Background: an optimization exercise with open tools, aiming at small area, a short achievable clock period and few clock cycles. Do not read the settings as production practice. Only simulation tests tie the RTL to the original design; equivalence was not proved.

===== run.sh =====
#!/bin/bash
# synth_recipe.tcl (not shown) runs the flow's synth.tcl, then flattens the netlist and writes it again
# the make line also repeats each setting of config.mk as NAME=value (left out here)
make -C /OpenROAD-flow-scripts/flow DESIGN_CONFIG=/design/flow/config.mk WORK_HOME=/design/flow/orfs CLKGATE_MAP_FILE= SYNTH_SCRIPT=/design/flow/synth_recipe.tcl finish

===== design.v =====
module rustvm_muldiv #(
  parameter R = 4
) (
  input  wire        clk,
  input  wire        start,
  input  wire        first,
  input  wire        is_div,
  input  wire [63:0] a,         
  input  wire [63:0] b,         
  output wire        done,
  output wire [63:0] result
);
  localparam W = 67;            
  reg         div_mode;
  reg   [4:0] cnt;              
  reg   [1:0] e;                
  reg [W-1:0] x;                
  reg [W-1:0] y;                
  reg [W-1:0] s;                
  reg [W-1:0] c;                
  reg  [63:0] d;                
  wire [5:0]  nz;
  wire [63:0] b5 = nz[5] ? {b[31:0], 32'd0}  : b;
  wire [63:0] b4 = nz[4] ? {b5[47:0], 16'd0} : b5;
  wire [63:0] b3 = nz[3] ? {b4[55:0], 8'd0}  : b4;
  wire [63:0] b2 = nz[2] ? {b3[59:0], 4'd0}  : b3;
  wire [63:0] b1 = nz[1] ? {b2[61:0], 2'd0}  : b2;
  wire [63:0] b0 = nz[0] ? {b1[62:0], 1'd0}  : b1;
  assign nz[5] = (b[63:32]  == 32'd0);
  assign nz[4] = (b5[63:48] == 16'd0);
  assign nz[3] = (b4[63:56] == 8'd0);
  assign nz[2] = (b3[63:60] == 4'd0);
  assign nz[1] = (b2[63:62] == 2'd0);
  assign nz[0] = !b1[63];
  wire [6:0] ndig  = {1'b0, nz} + 7'd1;           
  wire [6:0] niter = (ndig + R - 1) / R;
  wire [6:0] nextra = niter * R - ndig;
  function automatic [63:0] csa_s(input [63:0] p, input [63:0] q, input [63:0] r);
    csa_s = p ^ q ^ r;
  endfunction
  function automatic [63:0] csa_c(input [63:0] p, input [63:0] q, input [63:0] r);
    csa_c = {((p & q) | (p & r) | (q & r)), 1'b0};
  endfunction
  wire [63:0] mx  = first ? a : x[63:0];
  wire [63:0] my  = first ? b : y[63:0];
  wire [63:0] ms  = first ? 64'd0 : s[63:0];
  wire [63:0] mc  = first ? 64'd0 : c[63:0];
  wire [63:0] pp0 = my[0] ? mx        : 64'd0;
  wire [63:0] pp1 = my[1] ? mx << 1   : 64'd0;
  wire [63:0] pp2 = my[2] ? mx << 2   : 64'd0;
  wire [63:0] pp3 = my[3] ? mx << 3   : 64'd0;
  wire [63:0] pp4 = my[4] ? mx << 4   : 64'd0;
  wire [63:0] pp5 = my[5] ? mx << 5   : 64'd0;
  wire [63:0] pp6 = my[6] ? mx << 6   : 64'd0;
  wire [63:0] pp7 = my[7] ? mx << 7   : 64'd0;
  wire [63:0] s1 = csa_s(pp0, pp1, pp2);
  wire [63:0] c1 = csa_c(pp0, pp1, pp2);
  wire [63:0] s2 = csa_s(pp3, pp4, pp5);
  wire [63:0] c2 = csa_c(pp3, pp4, pp5);
  wire [63:0] s3 = csa_s(pp6, pp7, ms);
  wire [63:0] c3 = csa_c(pp6, pp7, ms);
  wire [63:0] s4 = csa_s(s1, c1, s2);
  wire [63:0] c4 = csa_c(s1, c1, s2);
  wire [63:0] s5 = csa_s(c2, s3, c3);
  wire [63:0] c5 = csa_c(c2, s3, c3);
  wire [63:0] s6 = csa_s(s4, c4, s5);
  wire [63:0] c6 = csa_c(s4, c4, s5);
  wire [63:0] s7 = csa_s(s6, c6, c5);
  wire [63:0] c7 = csa_c(s6, c6, c5);
  wire [63:0] s8 = csa_s(s7, c7, mc);
  wire [63:0] c8 = csa_c(s7, c7, mc);
  function automatic [1:0] qsel(input [3:0] ts, input [3:0] tc);
    reg [3:0] p, g;
    reg       c3;
    begin
      p = ts ^ tc;
      g = ts & tc;
      c3 = g[2] | (p[2] & g[1]) | (p[2] & p[1] & g[0]);
      qsel = {!(p[3] ^ c3), (p[3] ^ c3) && !(&p)};    
    end
  endfunction
  function automatic [1:0] qnext(input [4:0] bs, input [4:0] bc, input [4:0] bt);
    reg [4:0] ns, nm;
    begin
      ns = bs ^ bc ^ bt;
      nm = (bs & bc) | (bs & bt) | (bc & bt);
      qnext = qsel(ns[4:1], nm[3:0]);
    end
  endfunction
  wire [W:0] twod = {{(W-64){1'b0}}, d, 1'b0};
  reg  [W-1:0] ws_n, wc_n;
  reg  [W:0]   s2w, c2w, tw;
  reg          qpos, qneg;
  reg  [1:0]   cp, cz, cm;
  reg  [R-1:0] qb, qmb, qb_t;
  reg          qsrc, qmsrc, qsrc_t;
  integer i;
  always @(*) begin
    ws_n = s; wc_n = c;
    qsrc = 1'b0; qb = {R{1'b0}};      
    qmsrc = 1'b1; qmb = {R{1'b0}};    
    {qpos, qneg} = qsel(s[W-1:W-4], c[W-1:W-4]);
    for (i = 0; i < R; i = i + 1) begin
      s2w  = {ws_n, 1'b0};
      c2w  = {wc_n, 1'b0};
      cp   = qnext(s2w[W-1:W-5], c2w[W-1:W-5], ~twod[W-1:W-5]);
      cz   = qnext(s2w[W-1:W-5], c2w[W-1:W-5], 5'd0);
      cm   = qnext(s2w[W-1:W-5], c2w[W-1:W-5], twod[W-1:W-5]);
      tw   = qpos ? ~twod : (qneg ? twod : {(W+1){1'b0}});
      ws_n = s2w ^ c2w ^ tw;
      wc_n = {((s2w & c2w) | (s2w & tw) | (c2w & tw)), qpos};
      qsrc_t = qsrc; qb_t = qb;
      if (qpos) begin
        qb    = {qb_t, 1'b1};
        qmsrc = qsrc_t; qmb = {qb_t, 1'b0};
      end else if (qneg) begin
        qsrc  = qmsrc; qb = {qmb, 1'b1};
        qmb   = {qmb, 1'b0};
      end else begin
        qb    = {qb_t, 1'b0};
        qmb   = {qmb, 1'b1};
      end
      {qpos, qneg} = qpos ? cp : (qneg ? cm : cz);
    end
  end
  wire [W-1:0] q_n  = {(qsrc  ? y : x), qb};
  wire [W-1:0] qm_n = {(qmsrc ? y : x), qmb};
  wire [W-1:0] acc;
  rustvm_add #(.N(W)) u_acc (.a(s), .b(c), .cin(1'b0), .sum(acc), .cout());
  wire [W-1:0] qfin  = acc[W-1] ? y : x;         
  wire [W-1:0] qshr  = qfin >> e;
  wire mul_busy = (y[63:0] != 64'd0);
  assign done   = div_mode ? (cnt == 5'd0) : !mul_busy;
  assign result = div_mode ? qshr[63:0] : acc[63:0];
  always @(posedge clk) begin
    if (start) begin
      div_mode <= is_div;
      cnt      <= niter[4:0];
      e        <= nextra[1:0];
      d        <= b0;
      x        <= is_div ? {W{1'b0}} : {{(W-64){1'b0}}, a[55:0], 8'd0};
      y        <= is_div ? {W{1'b1}} : {{(W-64){1'b0}}, 8'd0, b[63:8]};
      s        <= is_div ? {{(W-64){1'b0}}, a} : {{(W-64){1'b0}}, s8};
      c        <= is_div ? {W{1'b0}} : {{(W-64){1'b0}}, c8};
    end else if (div_mode) begin
      if (cnt != 5'd0) begin
        cnt <= cnt - 5'd1;
        s   <= ws_n;
        c   <= wc_n;
        x   <= q_n;
        y   <= qm_n;
      end
    end else if (mul_busy) begin
      s[63:0] <= s8;
      c[63:0] <= c8;
      x[63:0] <= {mx[55:0], 8'd0};
      y[63:0] <= {8'd0, y[63:8]};
    end
  end
endmodule
module rustvm_add #(
  parameter N = 64
) (
  input  wire [N-1:0] a,
  input  wire [N-1:0] b,
  input  wire         cin,
  output wire [N-1:0] sum,
  output wire         cout
);
  localparam L = (N > 64) ? 7 : (N > 32) ? 6 : (N > 16) ? 5 : (N > 8) ? 4 : 3;
  wire [N-1:0] p0 = a ^ b;
  wire [N-1:0] gl [0:L];
  wire [N-1:0] pl [0:L];
  assign gl[0] = {(a[N-1:1] & b[N-1:1]), (a[0] & b[0]) | (p0[0] & cin)};
  assign pl[0] = p0;
  genvar l, i;
  generate
    for (l = 0; l < L; l = l + 1) begin : lvl
      for (i = 0; i < N; i = i + 1) begin : bit_
        if ((i >> l) & 1) begin : comb
          localparam integer J = ((i >> l) << l) - 1;
          assign gl[l+1][i] = gl[l][i] | (pl[l][i] & gl[l][J]);
          assign pl[l+1][i] = pl[l][i] & pl[l][J];
        end else begin : pass
          assign gl[l+1][i] = gl[l][i];
          assign pl[l+1][i] = pl[l][i];
        end
      end
    end
  endgenerate
  assign sum  = p0 ^ {gl[L][N-2:0], cin};
  assign cout = gl[L][N-1];
endmodule
module rustvm_core (
  input  wire        clk,
  input  wire        rst,           
  input  wire        run_start,
  input  wire [15:0] prog_len,
  output wire [15:0] imem_addr,
  input  wire [71:0] imem_data,
  output reg         out_valid,
  input  wire        out_ready,
  output reg  [1:0]  out_kind,
  output reg  [63:0] out_data,
  output reg  [2:0]  status,
  output reg  [3:0]  cause,
  output wire [63:0] exit_code,
  output wire [15:0] pc_o,
  output wire [4:0]  sp_o,
  input  wire [3:0]  stk_addr,
  output wire [63:0] stk_data
);
  localparam [2:0] ST_IDLE    = 3'd0;
  localparam [2:0] ST_RUNNING = 3'd1;
  localparam [2:0] ST_ENDED   = 3'd2;
  localparam [2:0] ST_HALTED  = 3'd3;
  localparam [2:0] ST_FAULTED = 3'd4;
  localparam [3:0] C_NONE      = 4'd0;
  localparam [3:0] C_OVERFLOW  = 4'd1;
  localparam [3:0] C_UNDERFLOW = 4'd2;
  localparam [3:0] C_DIVZERO   = 4'd3;
  localparam [3:0] C_ILLMEM    = 4'd4;
  localparam [3:0] OP_PUSH  = 4'd0;
  localparam [3:0] OP_ADD   = 4'd1;
  localparam [3:0] OP_SUB   = 4'd2;
  localparam [3:0] OP_MUL   = 4'd3;
  localparam [3:0] OP_DIV   = 4'd4;
  localparam [3:0] OP_DUP   = 4'd5;
  localparam [3:0] OP_DUMP  = 4'd6;
  localparam [3:0] OP_PRINT = 4'd7;
  localparam [3:0] OP_JMP   = 4'd8;
  localparam [3:0] OP_EQ    = 4'd9;
  localparam [3:0] OP_JNZ   = 4'd10;
  localparam [3:0] OP_HALT  = 4'd11;
  localparam [3:0] OP_NEQ   = 4'd13;
  localparam [1:0] K_PRINT = 2'd0;
  localparam [1:0] K_DHEAD = 2'd1;
  localparam [1:0] K_DELEM = 2'd2;
  localparam [1:0] PH_EXEC = 2'd0;   
  localparam [1:0] PH_MD   = 2'd1;   
  localparam [1:0] PH_OUT  = 2'd2;   
  reg [15:0] pc;
  reg  [4:0] sp;
  reg [63:0] tos;                  
  reg [63:0] nos;                  
  reg [63:0] arr [0:15];           
  reg        pend;                 
  reg  [3:0] pidx;
  reg  [1:0] ph;
  reg        dumping;
  reg  [4:0] didx;
  wire running = (status == ST_RUNNING);
  reg  bubble;                     
  wire exec    = running && (ph == PH_EXEC) && !bubble;
  wire [3:0]  op  = imem_data[67:64];
  wire [63:0] opd = imem_data[63:0];
  wire [15:0] pc1      = pc + 16'd1;
  wire        at_end   = (pc == prog_len);
  wire        end_next = (pc1 == prog_len);
  wire [4:0] didx1 = didx + 5'd1;
  wire [3:0] spm1 = sp[3:0] - 4'd1;
  wire [3:0] spm2 = sp[3:0] - 4'd2;
  wire [3:0] spm3 = sp[3:0] - 4'd3;
  wire sp0    = (sp == 5'd0);
  wire sp_lt2 = (sp < 5'd2);
  wire sp16   = sp[4];
  wire tos1   = (tos == 64'd1);
  wire tos0   = (tos == 64'd0);
  wire nos0   = (nos == 64'd0);
  wire tgt_ge;     
  rustvm_add #(.N(16)) u_tgt (.a(opd[15:0]), .b(~prog_len), .cin(1'b1), .sum(), .cout(tgt_ge));
  wire tgt_bad = (|opd[63:16]) || tgt_ge;
  wire dup_bad = (|opd[63:5]) || (opd[4:0] >= sp);
  wire take_jump = (op == OP_JMP) || (op == OP_JNZ);
  assign imem_addr = exec ? (take_jump ? opd[15:0] : pc1) : pc;
  assign pc_o = pc;
  assign sp_o = sp;
  wire [3:0]  dup_addr  = spm1 - opd[3:0];
  wire [3:0]  base_addr = (ph == PH_OUT) ? didx1[3:0] : spm3;
  wire [3:0]  rd_addr   = (ph == PH_EXEC && op == OP_DUP) ? dup_addr : base_addr;
  wire [63:0] rd        = arr[rd_addr];
  wire [63:0] dup_val  = (opd[3:0] == 4'd0) ? tos : rd;
  wire [63:0] dump_val = rd;
  wire        halted = (status == ST_HALTED);
  assign stk_data  = arr[stk_addr];
  assign exit_code = halted ? tos : (status == ST_FAULTED) ? 64'd202 : 64'd0;
  wire [63:0] sum, diff;
  rustvm_add #(.N(64)) u_add (.a(nos), .b(tos),  .cin(1'b0), .sum(sum),  .cout());
  rustvm_add #(.N(64)) u_sub (.a(nos), .b(~tos), .cin(1'b1), .sum(diff), .cout());
  wire        eq   = (diff == 64'd0);
  wire        md_start = exec && !at_end && !sp_lt2 &&
                         ((op == OP_MUL) || (op == OP_DIV && !nos0 && !tos0));
  wire        md_done;
  wire [63:0] md_result;
  rustvm_muldiv u_muldiv (
    .clk    (clk),
    .start  (md_start),
    .first  (exec),
    .is_div (op == OP_DIV),
    .a      (nos),
    .b      (tos),
    .done   (md_done),
    .result (md_result)
  );
  task automatic fault(input [3:0] c);
    begin
      status    <= ST_FAULTED;
      cause     <= c;
    end
  endtask
  task automatic push(input [63:0] v);
    begin
      nos  <= tos;
      tos  <= v;
      sp   <= sp + 5'd1;
      pend <= 1'b1;
      pidx <= sp[3:0];
    end
  endtask
  task automatic binop(input [63:0] v);
    begin
      tos  <= v;
      nos  <= rd;
      sp   <= sp - 5'd1;
      pend <= 1'b1;
      pidx <= spm2;
    end
  endtask
  task automatic next;
    begin
      pc <= pc1;
      if (end_next) status <= ST_ENDED;
    end
  endtask
  always @(posedge clk) begin
    if (pend) arr[pidx] <= tos;
  end
  always @(posedge clk) begin
    pend   <= 1'b0;
    bubble <= 1'b0;
    if (rst) begin
      status    <= ST_IDLE;
      cause     <= C_NONE;
      pc        <= 16'd0;
      sp        <= 5'd0;
      ph        <= PH_EXEC;
      out_valid <= 1'b0;
      out_kind  <= K_PRINT;
      out_data  <= 64'd0;
      dumping   <= 1'b0;
      didx      <= 5'd0;
    end else begin
      case (status)
        ST_IDLE, ST_ENDED: begin
          if (run_start) begin
            status <= ST_RUNNING;
            ph     <= PH_EXEC;
          end
        end
        ST_RUNNING: begin
          case (ph)
            PH_EXEC: begin
              if (bubble) begin
              end else if (at_end) begin
                status    <= ST_ENDED;
              end else begin
                case (op)
                  OP_PUSH: begin
                    if (sp16) fault(C_OVERFLOW);
                    else begin push(opd); pc <= pc1; end
                  end
                  OP_ADD, OP_SUB, OP_EQ, OP_NEQ: begin
                    if (sp_lt2) fault(C_UNDERFLOW);
                    else begin
                      case (op)
                        OP_ADD:  binop(sum);
                        OP_SUB:  binop(diff);
                        OP_EQ:   binop({63'd0, eq});
                        default: binop({63'd0, !eq});
                      endcase
                      pc <= pc1;
                    end
                  end
                  OP_MUL: begin
                    if (sp_lt2) fault(C_UNDERFLOW);
                    else begin pc <= pc1; ph <= PH_MD; end
                  end
                  OP_DIV: begin
                    if (sp_lt2) fault(C_UNDERFLOW);
                    else if (nos0 || tos0) fault(C_DIVZERO);
                    else begin pc <= pc1; ph <= PH_MD; end
                  end
                  OP_DUP: begin
                    if (dup_bad) fault(C_UNDERFLOW);
                    else if (sp16) fault(C_OVERFLOW);
                    else begin push(dup_val); pc <= pc1; end
                  end
                  OP_DUMP: begin
                    out_valid <= 1'b1;
                    out_kind  <= K_DHEAD;
                    out_data  <= {59'd0, sp};
                    dumping   <= 1'b1;
                    didx      <= 5'h1F;          
                    pc        <= pc1;
                    ph        <= PH_OUT;
                  end
                  OP_PRINT: begin
                    if (sp0) fault(C_UNDERFLOW);
                    else begin
                      out_valid <= 1'b1;
                      out_kind  <= K_PRINT;
                      out_data  <= tos;
                      pc        <= pc1;
                      ph        <= PH_OUT;
                    end
                  end
                  OP_JMP: begin
                    if (tgt_bad) fault(C_ILLMEM);
                    else pc <= opd[15:0];
                  end
                  OP_JNZ: begin
                    if (tgt_bad) fault(C_ILLMEM);
                    else if (sp0) fault(C_UNDERFLOW);
                    else if (tos1) begin
                      tos <= nos;
                      nos <= rd;
                      sp  <= sp - 5'd1;
                      pc  <= opd[15:0];
                    end else begin
                      next;
                      bubble <= 1'b1;
                    end
                  end
                  OP_HALT: begin
                    if (sp0) fault(C_UNDERFLOW);
                    else begin
                      sp        <= sp - 5'd1;    
                      status    <= ST_HALTED;
                    end
                  end
                  default: next;   
                endcase
              end
            end
            PH_MD: begin
              if (md_done) begin
                binop(md_result);
                ph <= PH_EXEC;
              end
            end
            default: begin   
              if (out_ready) begin
                if (dumping && didx1 != sp) begin
                  out_kind <= K_DELEM;
                  out_data <= dump_val;
                  didx     <= didx1;
                end else begin
                  out_valid <= 1'b0;
                  dumping   <= 1'b0;
                  ph        <= PH_EXEC;
                  if (at_end) status <= ST_ENDED;
                end
              end
            end
          endcase
        end
        default: ;   
      endcase
    end
  end
endmodule

===== constraint.sdc =====
create_clock -name core_clock -period 10.0 [get_ports {clk}]
set_input_delay 2.0000 -clock core_clock [delete_from_list [all_inputs] [get_ports {clk}]]
set_output_delay 2.0000 -clock core_clock [all_outputs]
set_load 0.01 [all_outputs]

===== config.mk =====
export PLATFORM = sky130hd
export DESIGN_NAME = rustvm_core
export DESIGN_NICKNAME = rustvm_core
export VERILOG_FILES = /design/flow/design.v
export SDC_FILE = /design/flow/constraint.sdc
export NUM_CORES = 4
export LEC_CHECK = 0
export CAP_MARGIN = 20
export CORE_MARGIN = 2
export CORE_UTILIZATION = 40
export PLACE_DENSITY = 0.6
export SETUP_SLACK_MARGIN = 3.5
export SLEW_MARGIN = 20
export TNS_END_PERCENT = 100

==> flow_summary.json, run 1 <==
{
  "drive_gt1_share_pct": 17.8,
  "fillers": 26700,
  "finalCritPeriodShare_pct": 67.6,
  "dieArea_mm2": 0.301,
  "clockRootBuffer": "clkbuf_16",
  "timing.critical_path.slowest_cell_delay_ns": 0.51,
  "firstDrtPassIters": 9,
  "ant_nets": 0,
  "rows": 200,
  "ys.flop_type": "edfxtp_1",
  "hold_viol_final": 0,
  "initial_core_util_pct": 40.1,
  "synth_edf_count": 1496,
  "yosys.area.top_type": "edfxtp_1",
  "crit_arrival_ns": 7.34,
  "tns_ns": 0,
  "clk_pin_slew_worst_paths_ns": 0.06,
  "synth_cell_types": 100,
  "multi_input_area_mm2": 0.0677,
  "setup_viol": 0,
  "syn-num-nets": 11700,
  "cts_tree": "done",
  "drt_iter0_drc": 12700,
  "syn_area_mm2": 0.119,
  "fin_crit_ns": 6.76,
  "design_area_mm2": 0.138,
  "grt_overflow": 0,
  "cp_max_fo": 8,
  "synth_most_common_cell": "edfxtp_1",
  "wl_um": 502000,
  "cp-start-kind": "flop",
  "async_flop_share_pct": 0,
  "required_ns": 10.58,
  "slew_violations": 0,
  "vias_per_cell": 6.42,
  "dpl_worst_slack_ns": 1.14,
  "synth_cells": 10600,
  "synth_seq_cells": 1601,
  "clock-sinks": 1601,
  "grt_max_degree": 132,
  "antenna_found_initial": 43,
  "placed_cell_area_mm2": 0.128,
  "crit_top_cell": "a21o_1",
  "maxSlewHeadroom_pct": 9.93,
  "area_growth_pct": 15.8,
  "ff_latch_area_mm2": 0.0470,
  "wl_per_cell_um": 33.5,
  "drc": 0,
  "crit_slowest_cell": "fa_1",
  "boundaryPins": 335,
  "critPathKind": "reg -> reg",
  "skew_ns": 0.0831,
  "die_h_um": 549,
  "maxCapViolCount": 0,
  "tightest_slew_ns": 1.34,
  "cts-htree-levels": 4,
  "worst-r2r-cell-count": 32,
  "min_path_type": "reg -> reg",
  "grt_pass1_wl_um": 708000,
  "rsz0062_at_grt": "yes",
  "fin_util_pct": 46.5,
  "worstHoldPathCells": 1,
  "yosys-top-cells-area": "edfxtp_1, fa_1, mux4_2",
  "fmax_mhz": 148,
  "num_vias": 96100,
  "die_w_um": 549,
  "core-area_mm2": 0.296,
  "clockBufferDepth": 4,
  "synth_common_cells": "edfxtp_1, nand2_1, nor2_1",
  "end_kind": "flop",
  "seq_area_frac_synth_pct": 39.6,
  "fin_ws_ns": 3.24,
  "yosysWarnings": 5,
  "clk_latency_ns": 0.91,
  "port_buffers": 330,
  "cts_buffers": 186,
  "outcome": "no timing/DRC/antenna violations",
  "grt_usage_pct": 32.8,
  "cts_hold_buf": 0,
  "final_nets": 12000,
  "synth_area_per_cell_um2": 11.3,
  "gp_congestion": 1.03,
  "dp_hpwl_um": 344000,
  "yosysTopAreaCellShare_pct": 37.8,
  "grt_pass1_vias": 95100
}
==> cell type report <==
class,instances,area share (%)
Multi-Input combinational cell,7342,49.2
Tap cell,3939,3.58
Sequential cell,1601,34.2
Antenna cell,25,0.0455
Inverter,887,2.47
Clock inverter,105,0.811
Timing Repair Buffer,827,6.10
Clock buffer,227,3.55
Timing Repair inverter,5,0.0664
==> state kept, by name (all words and copies together), names as in the netlist, 3 cells and up <==
register / cells
nos: 64
cause: 4
arr: 1024
sp: 5
u_muldiv.d: 64
pidx: 4
didx: 5
pc: 16
tos: 64
u_muldiv.s: 67
u_muldiv.x: 67
u_muldiv.c: 67
status: 3
u_muldiv.y: 67
out_data: 64
u_muldiv.cnt: 5
==> worst paths after layout <==
check	from	end	slack, ns
max	u_muldiv.d[62]	u_muldiv.s[47]	3.24
min	didx[4]	didx[4]	0.50
max reg2reg	u_muldiv.d[62]	u_muldiv.s[47]	3.24
min reg2reg	didx[4]	didx[4]	0.50
==> metal layers <==
| layer | vias to the layer above | routed length, um | track usage (%) |
|---|---|---|---|
| li1 | 39100 | - | - |
| met5 | - | 134 | 0 |
| met2 | 6483 | 221000 | 50.0 |
| met4 | 20 | 39500 | 20.6 |
| met3 | 1491 | 59000 | 9.11 |
| met1 | 49000 | 182000 | 41.2 |
==> cells by family after synthesis <==
| group | count (synthesis) | share of synthesized area (%) |
|---|---|---|
| buf+inv | 1613 | 5.29 |
| xor+xnor | 202 | 1.51 |
| fa+ha+maj | 1033 | 15.6 |
| flops | 1601 | 39.6 |
| compound gates | 2066 | 11.4 |
| mux | 1139 | 15.8 |
| simple gates | 2896 | 10.7 |
==> worst max-delay path, delay by kind of cell, from the launching register on <==
family                   cells  cell delay, ns
XOR/XNOR                     1            0.25
AND/OR/NAND/NOR              8            1.19
buffers and inverters        9            1.17
multiplexers                 1            0.11
adder cells (fa/ha/maj)      6            2.19
AO/OA/AOI/OAI                7            1.15
flip-flops                   1            0.36
==> through the flow <==
stage | hold WS, ns | cells
4_1_cts | 0.494 | 14900
2_1_floorplan | 0.458 | 10600
5_1_grt | 0.522 | 14900
3_5_place_dp | 0.482 | 14500
6_report | 0.501 | 15000
3_3_place_gp | 0.466 | 14500
==> timing repair <==
action / in CTS / in global routing
pin swaps: 131 / 67
endpoints found under the setup margin: 597 / 446
gates cloned: 30 / 3
buffers inserted: 78 / 35
gates resized for setup: 281 / 175
==> placed cells by master (no fill, tap or decap), drive strengths merged, types with 52 or more instances in the layout <==
cell type	synthesis	routed
mux4	579	579
clkinv	3	76
nor4	97	97
nand3	101	102
a21o	61	61
nor3	158	158
dfxtp	105	105
clkbuf	554	235
ha	280	280
a22o	59	59
edfxtp	1496	1496
inv	884	884
a21oi	436	436
o221ai	99	99
xnor2	138	138
a211oi	53	53
o211ai	120	120
mux2i	433	433
a221oi	137	137
a22oi	52	52
xor2	63	63
o22ai	83	83
buf	172	488
nand2	1076	1076
and2	197	197
mux2	127	127
nor2	1021	1021
clkdlybuf4s50	0	321
fa	753	753
o21ai	683	683
Testbench counts, summed over its fixed seeds: cycles 83,626.
==> inputs of run 2 (changes only) <==
--- a/design.v
+++ b/design.v
@@ -11,10 +11,11 @@
   output wire [63:0] result
 );
-  localparam W = 67;            
+  localparam W = 68;            
   reg         div_mode;
   reg   [4:0] cnt;              
   reg   [1:0] e;                
-  reg [W-1:0] x;                
-  reg [W-1:0] y;                
+  reg   [1:0] qd;               
+  reg  [66:0] x;                
+  reg  [66:0] y;                
   reg [W-1:0] s;                
   reg [W-1:0] c;                
@@ -33,7 +34,7 @@
   assign nz[1] = (b2[63:62] == 2'd0);
   assign nz[0] = !b1[63];
-  wire [6:0] ndig  = {1'b0, nz} + 7'd1;           
-  wire [6:0] niter = (ndig + R - 1) / R;
-  wire [6:0] nextra = niter * R - ndig;
+  wire [6:0] ndig   = {1'b0, nz} + 7'd1;           
+  wire [6:0] niter  = (ndig + 7'd3) >> 2;          
+  wire [6:0] nextra = {niter[4:0], 2'b00} - ndig;
   function automatic [63:0] csa_s(input [63:0] p, input [63:0] q, input [63:0] r);
     csa_s = p ^ q ^ r;
@@ -88,7 +89,19 @@
     end
   endfunction
-  wire [W:0] twod = {{(W-64){1'b0}}, d, 1'b0};
+  wire [W-1:0] fourd = {{(W-66){1'b0}}, d, 2'b00};
+  function automatic [2*W-1:0] step(input [W-1:0] sv, input [W-1:0] cv, input qp, input qn,
+                                    input [W-1:0] fd);
+    reg [W-1:0] s2v, c2v, tv, mj;
+    begin
+      s2v  = {sv[W-2:0], 1'b0};
+      c2v  = {cv[W-2:0], 1'b0};
+      tv   = qp ? ~fd : (qn ? fd : {W{1'b0}});
+      mj   = (s2v & c2v) | (s2v & tv) | (c2v & tv);
+      step = {s2v ^ c2v ^ tv, mj[W-2:0], qp};
+    end
+  endfunction
+  reg  [W-1:0] sa, ca;          
   reg  [W-1:0] ws_n, wc_n;
-  reg  [W:0]   s2w, c2w, tw;
+  reg  [W-1:0] s2w, c2w;
   reg          qpos, qneg;
   reg  [1:0]   cp, cz, cm;
@@ -96,23 +109,11 @@
   reg          qsrc, qmsrc, qsrc_t;
   integer i;
-  always @(*) begin
-    ws_n = s; wc_n = c;
-    qsrc = 1'b0; qb = {R{1'b0}};      
-    qmsrc = 1'b1; qmb = {R{1'b0}};    
-    {qpos, qneg} = qsel(s[W-1:W-4], c[W-1:W-4]);
-    for (i = 0; i < R; i = i + 1) begin
-      s2w  = {ws_n, 1'b0};
-      c2w  = {wc_n, 1'b0};
-      cp   = qnext(s2w[W-1:W-5], c2w[W-1:W-5], ~twod[W-1:W-5]);
-      cz   = qnext(s2w[W-1:W-5], c2w[W-1:W-5], 5'd0);
-      cm   = qnext(s2w[W-1:W-5], c2w[W-1:W-5], twod[W-1:W-5]);
-      tw   = qpos ? ~twod : (qneg ? twod : {(W+1){1'b0}});
-      ws_n = s2w ^ c2w ^ tw;
-      wc_n = {((s2w & c2w) | (s2w & tw) | (c2w & tw)), qpos};
+  task automatic conv(input pos, input neg);
+    begin
       qsrc_t = qsrc; qb_t = qb;
-      if (qpos) begin
+      if (pos) begin
         qb    = {qb_t, 1'b1};
         qmsrc = qsrc_t; qmb = {qb_t, 1'b0};
-      end else if (qneg) begin
+      end else if (neg) begin
         qsrc  = qmsrc; qb = {qmb, 1'b1};
         qmb   = {qmb, 1'b0};
@@ -121,16 +122,40 @@
         qmb   = {qmb, 1'b1};
       end
+    end
+  endtask
+  always @(*) begin
+    {sa, ca} = step(s, c, qd[1], qd[0], fourd);
+    qsrc = 1'b0; qb = {R{1'b0}};
+    qmsrc = 1'b1; qmb = {R{1'b0}};
+    conv(qd[1], qd[0]);
+    s2w  = {s[W-2:0], 1'b0};
+    c2w  = {c[W-2:0], 1'b0};
+    cp   = qnext(s2w[W-1:W-5], c2w[W-1:W-5], ~fourd[W-1:W-5]);
+    cz   = qnext(s2w[W-1:W-5], c2w[W-1:W-5], 5'd0);
+    cm   = qnext(s2w[W-1:W-5], c2w[W-1:W-5], fourd[W-1:W-5]);
+    {qpos, qneg} = qd[1] ? cp : (qd[0] ? cm : cz);
+    ws_n = sa; wc_n = ca;
+    for (i = 0; i < R - 1; i = i + 1) begin
+      conv(qpos, qneg);
+      s2w  = {ws_n[W-2:0], 1'b0};
+      c2w  = {wc_n[W-2:0], 1'b0};
+      cp   = qnext(s2w[W-1:W-5], c2w[W-1:W-5], ~fourd[W-1:W-5]);
+      cz   = qnext(s2w[W-1:W-5], c2w[W-1:W-5], 5'd0);
+      cm   = qnext(s2w[W-1:W-5], c2w[W-1:W-5], fourd[W-1:W-5]);
+      {ws_n, wc_n} = step(ws_n, wc_n, qpos, qneg, fourd);
       {qpos, qneg} = qpos ? cp : (qneg ? cm : cz);
     end
   end
-  wire [W-1:0] q_n  = {(qsrc  ? y : x), qb};
-  wire [W-1:0] qm_n = {(qmsrc ? y : x), qmb};
-  wire [W-1:0] acc;
-  rustvm_add #(.N(W)) u_acc (.a(s), .b(c), .cin(1'b0), .sum(acc), .cout());
-  wire [W-1:0] qfin  = acc[W-1] ? y : x;         
-  wire [W-1:0] qshr  = qfin >> e;
+  wire [66:0] q_n  = {(qsrc  ? y : x), qb};
+  wire [66:0] qm_n = {(qmsrc ? y : x), qmb};
+  wire [W-1:0] acc;             
+  rustvm_add #(.N(W)) u_acc (.a(sa), .b(ca), .cin(1'b0), .sum(acc), .cout());
+  wire [66:0] qlast  = qd[0] ? {y[65:0], 1'b1} : {x[65:0], qd[1]};
+  wire [66:0] qmlast = qd[1] ? {x[65:0], 1'b0} : {y[65:0], !qd[0]};
+  wire [66:0] qfin   = acc[W-1] ? qmlast : qlast;
+  wire [66:0] qshr  = qfin >> e;
   wire mul_busy = (y[63:0] != 64'd0);
   assign done   = div_mode ? (cnt == 5'd0) : !mul_busy;
-  assign result = div_mode ? qshr[63:0] : acc[63:0];
+  assign result = div_mode ? qshr[63:0] : acc[64:1];
   always @(posedge clk) begin
     if (start) begin
@@ -139,6 +164,7 @@
       e        <= nextra[1:0];
       d        <= b0;
-      x        <= is_div ? {W{1'b0}} : {{(W-64){1'b0}}, a[55:0], 8'd0};
-      y        <= is_div ? {W{1'b1}} : {{(W-64){1'b0}}, 8'd0, b[63:8]};
+      qd       <= 2'b00;
+      x        <= is_div ? {67{1'b0}} : {3'd0, a[55:0], 8'd0};
+      y        <= is_div ? {67{1'b1}} : {3'd0, 8'd0, b[63:8]};
       s        <= is_div ? {{(W-64){1'b0}}, a} : {{(W-64){1'b0}}, s8};
       c        <= is_div ? {W{1'b0}} : {{(W-64){1'b0}}, c8};
@@ -148,4 +174,5 @@
         s   <= ws_n;
         c   <= wc_n;
+        qd  <= {qpos, qneg};
         x   <= q_n;
         y   <= qm_n;
==> flow/run.sh (new file) <==
#!/bin/bash
# Layout: the standard flow (standard.sh), unchanged except that the port
# buffers placed at global placement are plain buffers (buf_4, which timing
# repair may resize within the buf family) instead of the flow's default pick,
# a delay buffer (clkdlybuf4s50_1), which adds about half a nanosecond to every
# path from an input or to an output.
# Each step's full output goes to a log of its own in this folder.
set -euo pipefail
bash standard.sh synth > synth.log 2>&1
export BUFFER_PORTS_ARGS="-buffer_cell sky130_fd_sc_hd__buf_4"
bash standard.sh floorplan > floorplan.log 2>&1
bash standard.sh place > place.log 2>&1
bash standard.sh cts > cts.log 2>&1
bash standard.sh route > route.log 2>&1
bash standard.sh finish > finish.log 2>&1
==> standard.sh (new file) <==
#!/bin/bash
# synth_recipe.tcl (not shown) runs the flow's synth.tcl, then flattens the netlist and writes it again
# the make line also repeats each setting of config.mk as NAME=value (left out here)
make -C /OpenROAD-flow-scripts/flow DESIGN_CONFIG=/design/flow/config.mk WORK_HOME=/design/flow/orfs CLKGATE_MAP_FILE= SYNTH_SCRIPT=/design/flow/synth_recipe.tcl "${@:-finish}"
removed: run.sh
==> flow_summary.json, run 2 <==
{
  "cp-start-kind": "flop",
  "clock-sinks": 1601,
  "synth_most_common_cell": "edfxtp_1",
  "yosysTopAreaCellShare_pct": 37.9,
  "fmax_mhz": 148,
  "dpl_worst_slack_ns": 1.57,
  "largest_reg_flops": 1024,
  "final_common_cell": "edfxtp_1",
  "maxCapViolCount": 0,
  "hold_ws_ns": 0.460,
  "cp_max_fo": 6,
  "port_buffers": 330,
  "violatedChecks": "max-slew violations",
  "synth_edf_count": 1494,
  "gp_congestion": 1.01,
  "rsz0062_at_grt": "yes",
  "synth_seq_cells": 1601,
  "cts_tree": "done",
  "clk_latency_ns": 0.91,
  "num_vias": 94900,
  "setup_viol": 0,
  "cts_buffers": 185,
  "synth_area_per_cell_um2": 11.3,
  "final_nets": 11900,
  "ant_nets": 0,
  "synth_common_cells": "edfxtp_1, nand2_1, nor2_1",
  "synth_cells": 10500,
  "synth_cell_types": 95,
  "fin_ws_ns": 3.24,
  "antenna_found_initial": 29,
  "clockBufferDepth": 4,
  "drt_iter0_drc": 12300,
  "grt_pass1_wl_um": 692000,
  "rows": 199,
  "die_h_um": 548,
  "grt_pass1_vias": 94200,
  "yosys-top-cells-area": "edfxtp_1, fa_1, mux4_2",
  "core-area_mm2": 0.294,
  "fillers": 26600,
  "crit_slowest_cell": "fa_2",
  "firstDrtPassIters": 9,
  "ff2ff_setup_slack_ns": 3.24,
  "dp.cells": 14400,
  "wl_per_cell_um": 33.3,
  "vias_per_cell": 6.38,
  "slew_violations": 2,
  "regMostFlops": "arr",
  "syn_area_mm2": 0.118,
  "yosysWarnings": 5,
  "reg_top3": "arr (1024), u_muldiv.c (67), u_muldiv.s (67)",
  "clk_pin_slew_worst_paths_ns": 0.06,
  "maxSlewHeadroom_pct": -19.2,
  "critPathKind": "reg -> reg",
  "initial_core_util_pct": 40.3,
  "worst-r2r-cell-count": 33,
  "syn-num-nets": 11700,
  "grt_overflow": 0,
  "tightest_slew_ns": 1.79,
  "skew_ns": 0.0919,
  "tns_ns": 0,
  "outcome": "complete, but fails checks",
  "fin_crit_ns": 6.76,
  "finalCritPeriodShare_pct": 67.6,
  "finalNonFillerCells": 14900,
  "yosys.area.top_type": "edfxtp_1",
  "cts_hold_buf": 0,
  "dieArea_mm2": 0.301,
  "grt_max_degree": 153,
  "area_growth_pct": 15.4,
  "clockRootBuffer": "clkbuf_16",
  "hold_viol_final": 0,
  "drive_gt1_share_pct": 20.5,
  "seq_area_frac_synth_pct": 39.7,
  "fin_util_pct": 46.5,
  "async_flop_share_pct": 0,
  "final_cell_mix": "edfxtp_1, nand2_1, nor2_1",
  "grt_usage_pct": 31.8,
  "dp_hpwl_um": 339000,
  "wl_um": 495000,
  "ys.flop_type": "edfxtp_1",
  "die_w_um": 548,
  "boundaryPins": 335,
  "end_kind": "flop",
  "crit_arrival_ns": 7.48,
  "drc": 0,
  "min_path_type": "reg -> reg",
  "timing.critical_path.slowest_cell_delay_ns": 0.63,
  "required_ns": 10.71,
  "cts-htree-levels": 4,
  "worstHoldPathCells": 2
}
-- run 2: cell count changes after synthesis, moves of 32 or more --
cell,change
nand3_1,+49
nand2_1,-43
a221o_1,+49
a21o_1,+32
o21ai_1,-35
clkbuf_1,+32
o21ai_0,+107
nor2_1,-86
o221ai_1,-50
a221oi_2,-48
a221oi_1,+52
mux2_2,-34
o22ai_1,+53
a21oi_1,-84
-- run 2: logic make-up (layout without fill, tap and decap cells) --
kind of cell / after synthesis / in the layout / share of synthesized area [%]
AO/OA/AOI/OAI: 2124 / 2127 / 11.6
XOR/XNOR: 216 / 216 / 1.62
AND/OR/NAND/NOR: 2775 / 2780 / 10.3
other: 0 / 14 / 0
multiplexers: 1113 / 1113 / 15.7
buffers and inverters: 1619 / 2044 / 5.22
adder cells (fa/ha/maj): 1057 / 1057 / 16.0
flip-flops: 1601 / 1601 / 39.7
-- run 2: what timing repair did --
item,4_1_cts,5_1_grt
gates resized for setup,205,239
setup endpoints to repair,651,375
gates cloned,21,18
buffers inserted,66,52
pin swaps,76,116
-- run 2: per-layer routing --
layer,part of all wire (%),vias up,global-route usage (%)
met5,0.027,-,0
met4,7.4,20,18.8
met3,12,1355,8.82
met2,44,6261,48.4
met1,37,48300,40.5
li1,-,38900,-
-- run 2: cell type report --
| type | count | area [um^2] | area share, % |
|---|---|---|---|
| flip-flops and latches | 1601 | 47000 | 34.4 |
| inverters | 888 | 3390 | 2.48 |
| multi-input cells | 7293 | 67700 | 49.5 |
| clock inverters | 87 | 1000 | 0.735 |
| repair buffers | 823 | 7700 | 5.63 |
| diodes | 14 | 35.0 | 0.0256 |
| well taps | 3919 | 4900 | 3.59 |
| clock buffers | 246 | 5020 | 3.67 |
-- run 2: worst paths after layout --
kind	startpoint	to
max	u_muldiv.d[62]	u_muldiv.x[54]
min	out_kind[0]	out_kind[0]
min reg2reg	out_kind[0]	out_kind[0]
max reg2reg	u_muldiv.d[62]	u_muldiv.x[54]
-- run 2: through the flow --
step                instance area, um^2
floorplan                        119000
global placement                 127000
detailed placement               127000
CTS                              135000
global route                     137000
finish                           137000
-- run 2: worst max-delay path, delay by kind of cell (launching register included) --
kind	cells	cell delay, ns
compound gates	11	1.65
fa+ha+maj	5	1.90
buf+inv	13	1.60
flops	1	0.43
mux	1	0.30
simple gates	3	0.67
Testbench counts of run 2, summed over its fixed seeds: cycles 83,626.

[re-timing with driven ports]
Ports are ideal in the flow. The routed layouts listed here were re-timed in OpenROAD. Step 1 (the two cells are an assumption about what drives the block):
set clk [get_ports {clk}]
set_driving_cell -lib_cell sky130_fd_sc_hd__clkbuf_16 $clk
set_driving_cell -lib_cell sky130_fd_sc_hd__buf_2 [delete_from_list [all_inputs] $clk]
Step 2 moves the port delays by t, midway between the first and last clock arrival at a register: inputs arrive t later, outputs are due t later. That takes back most of the time a late clock gives input paths. Slacks: ideal / step 1 / step 2; pairs: ideal / step 1.
| run | t, ns | slack for setup (ns) | hold WS [ns] | worst setup path at the end | slew at the worst register clock pin (ns) |
|---|---|---|---|---|---|
| run 1 | 0.970 | 3.239 / 3.239 / 2.530 | 0.501 / 0.501 / 0.501 | input to register | 0.08 / 0.08 |
| run 2 | 0.962 | 3.236 / 3.236 / 2.549 | 0.460 / 0.460 / 0.460 | input to register | 0.07 / 0.07 |
The setup slack of run 1, which loses most, moves by 0.000 ns with the drivers and by -0.709 ns with both steps.
